This design comes from an exercise in tuning for small area, a short achievable clock period and few clock cycles on the open sky130 flow, not from production work. Only simulation tests tie the RTL to the original design; equivalence was not proved. Power and IR drop assume default switching activity.

## run A
// nbc_stream_enc
module nbc_stream_enc (
    input  wire        clk,
    input  wire        rst,
    input  wire        cmd_valid,
    output wire        cmd_ready,
    input  wire [31:0] cmd_count,
    input  wire [1:0]  cmd_mode,
    input  wire [63:0] cmd_acc,
    input  wire        in_valid,
    output wire        in_ready,
    input  wire [63:0] in_data,
    output wire        out_valid,
    input  wire        out_ready,
    output wire [63:0] out_data,
    output wire [3:0]  out_nbytes,
    output wire        out_last
);
export LEC_CHECK = 0
export ABC_CLOCK_PERIOD_IN_PS = 3600
export CAP_MARGIN = 20
export CORE_MARGIN = 2
export CORE_UTILIZATION = 40
export CTS_CLUSTER_DIAMETER = 90
export CTS_CLUSTER_SIZE = 30
export SETUP_SLACK_MARGIN = 4.4
export SLEW_MARGIN = 20
export TNS_END_PERCENT = 10
create_clock -name core_clock -period 8.0 [get_ports {clk}]
standard.sh (not shown) runs the stock make flow with config.mk's settings and CLKGATE_MAP_FILE= SYNTH_SCRIPT=/design/flow/synth_recipe.tcl, a recipe that flattens the netlist after the stock synthesis.
==> flow/flow/run.sh <==
#!/bin/bash
# The standard layout, except that the I/O ports are buffered with
# sky130_fd_sc_hd__buf_2 cells instead of the delay buffers that buffer_ports
# picks by default. Every port still gets its own buffer.
set -euo pipefail
export BUFFER_PORTS_ARGS="-buffer_cell sky130_fd_sc_hd__buf_2"
bash standard.sh > standard_flow.log 2>&1
Run A completed every stage of the flow, and the final layout passed the timing, design-rule and antenna checks.
Testbench counts of run A, summed over its fixed seeds: cycles 15,253.
Input-level comparison between run B and run A:
-- flow/config.mk --
<<< run A, line 12
export CTS_CLUSTER_DIAMETER = 90
export CTS_CLUSTER_SIZE = 30
export SETUP_SLACK_MARGIN = 4.4
>>> run B, line 12
export SETUP_SLACK_MARGIN = 4.6
<<< run A, line 16
export TNS_END_PERCENT = 10
>>> run B, line 14
export TNS_END_PERCENT = 5
## What came out
Looking at end point of the critical path, the in_ready result is from run B; the nbuf[13]$_DFF_P_ one comes from run A. Met2 track utilization from global routing: run B and run A compared, lower one is run A. Density: run B denser than run A. Where worst hold slack is concerned, run A is better than run B. Looking only at slew of the pin with the lowest slew margin, and setting everything else aside, the lower value of run B and run A goes to run B.
Inputs modified between run B and run C:
-- flow/config.mk --
<<< run B, line 9
export CAP_MARGIN = 20
>>> run C, line 9
export CAP_MARGIN = 5
<<< run B, line 12
export SETUP_SLACK_MARGIN = 4.6
export SLEW_MARGIN = 20
export TNS_END_PERCENT = 5
>>> run C, line 12
export CTS_CLUSTER_DIAMETER = 110
export CTS_CLUSTER_SIZE = 25
export SETUP_SLACK_MARGIN = 4.7
export SLEW_MARGIN = 5
export TNS_END_PERCENT = 10
Results
- Delta (run C minus run B): total number of vias dropped 315, path length in cells of the critical path increased 12, met1 global-route usage saw an increase.

* * *

the baseline:
nbc_stream_enc, a different RTL version from the one above (not shown whole).
For scale: about 3800 cells after synthesis, ~930 flip-flops.
==> flow/config.mk <==
export PLATFORM = sky130hd
export DESIGN_NAME = nbc_stream_enc
export DESIGN_NICKNAME = nbc_stream_enc
export VERILOG_FILES = /design/flow/design.v
export SDC_FILE = /design/flow/constraint.sdc
export NUM_CORES = 4
export LEC_CHECK = 0
export ABC_CLOCK_PERIOD_IN_PS = 4500
export CAP_MARGIN = 20
export CORE_MARGIN = 2
export CORE_UTILIZATION = 40
export SETUP_SLACK_MARGIN = 3.8
export SLEW_MARGIN = 20
==> flow/constraint.sdc <==
create_clock -name core_clock -period 8.0 [get_ports {clk}]
set_input_delay 1.6000 -clock core_clock [delete_from_list [all_inputs] [get_ports {clk}]]
set_output_delay 1.6000 -clock core_clock [all_outputs]
set_load 0.01 [all_outputs]
run.sh (not shown) runs the stock make flow with config.mk's settings and CLKGATE_MAP_FILE= SYNTH_SCRIPT=/design/flow/synth_recipe.tcl, a recipe that flattens the netlist after the stock synthesis.
Stock flow here: none of the scripts above is used.
Testbench counts of the baseline, summed over its fixed seeds: cycles 15,210.
### the baseline -> the candidate
Settings: ABC_AREA newly set to 1; ABC_CLOCK_PERIOD_IN_PS removed (was 4500).
[summary]
A dominant combinational cell family by area after synthesis of simple AND/OR/NAND/NOR gates is what the candidate shows, while compound AO/OA/AOI/OAI gates belongs to the baseline.
The candidate vs the baseline, final setup skew went up by 0.0070 ns.
Design area: the baseline vs the candidate — no meaningful difference
Leakage component of the power: the candidate vs the baseline up 6.8%
Per the comparison of the candidate with the baseline, sum of routed wire length over all layers decreased by about 8% relative to the old numbers, overall power of the completed layout rose about 10%, highest net fanout along the worst path stayed essentially flat, remaining max-slew budget at the tightest pin now sits higher, standard cell area after detailed placement now larger.

==> afterwards: timing with drivers on the ports <==
In the flow no input, the clock included, has a driving cell. The finished layouts below were timed again as built, in two steps. Step 1 sets driving cells, clkbuf_16 on the clock port and buf_2 on the other inputs (assumed; they add their load-dependent delay and slew). Step 2 moves the port delays by t, midway between the first and last clock arrival at a register: inputs arrive t later, outputs are due t later. That takes back most of the time a late clock gives input paths. Three values: ideal ports, drivers, drivers and shift; two values: the first two.
| run | shift t [ns] | setup WS [ns] | worst register clock-pin slew, ns | pins driven straight from the clock port |
|---|---|---|---|---|
| run A | 0.721 | 4.252 / 4.185 / 3.494 | 0.11 / 0.11 | 1 |
| run B | 0.755 | 4.292 / 4.178 / 3.837 | 0.07 / 0.07 | 1 |
| run C | 0.712 | 4.286 / 4.207 / 3.895 | 0.11 / 0.11 | 1 |
| the baseline | 0.742 | 3.767 / 3.711 / 3.375 | 0.07 / 0.07 | 1 |
| the candidate | 0.742 | 3.818 / 3.769 / 3.330 | 0.06 / 0.06 | 1 |
After both steps every run listed still meets setup and hold. For run A, which loses most, drivers alone change the setup slack by -0.067 ns; drivers and shift together by -0.758 ns.
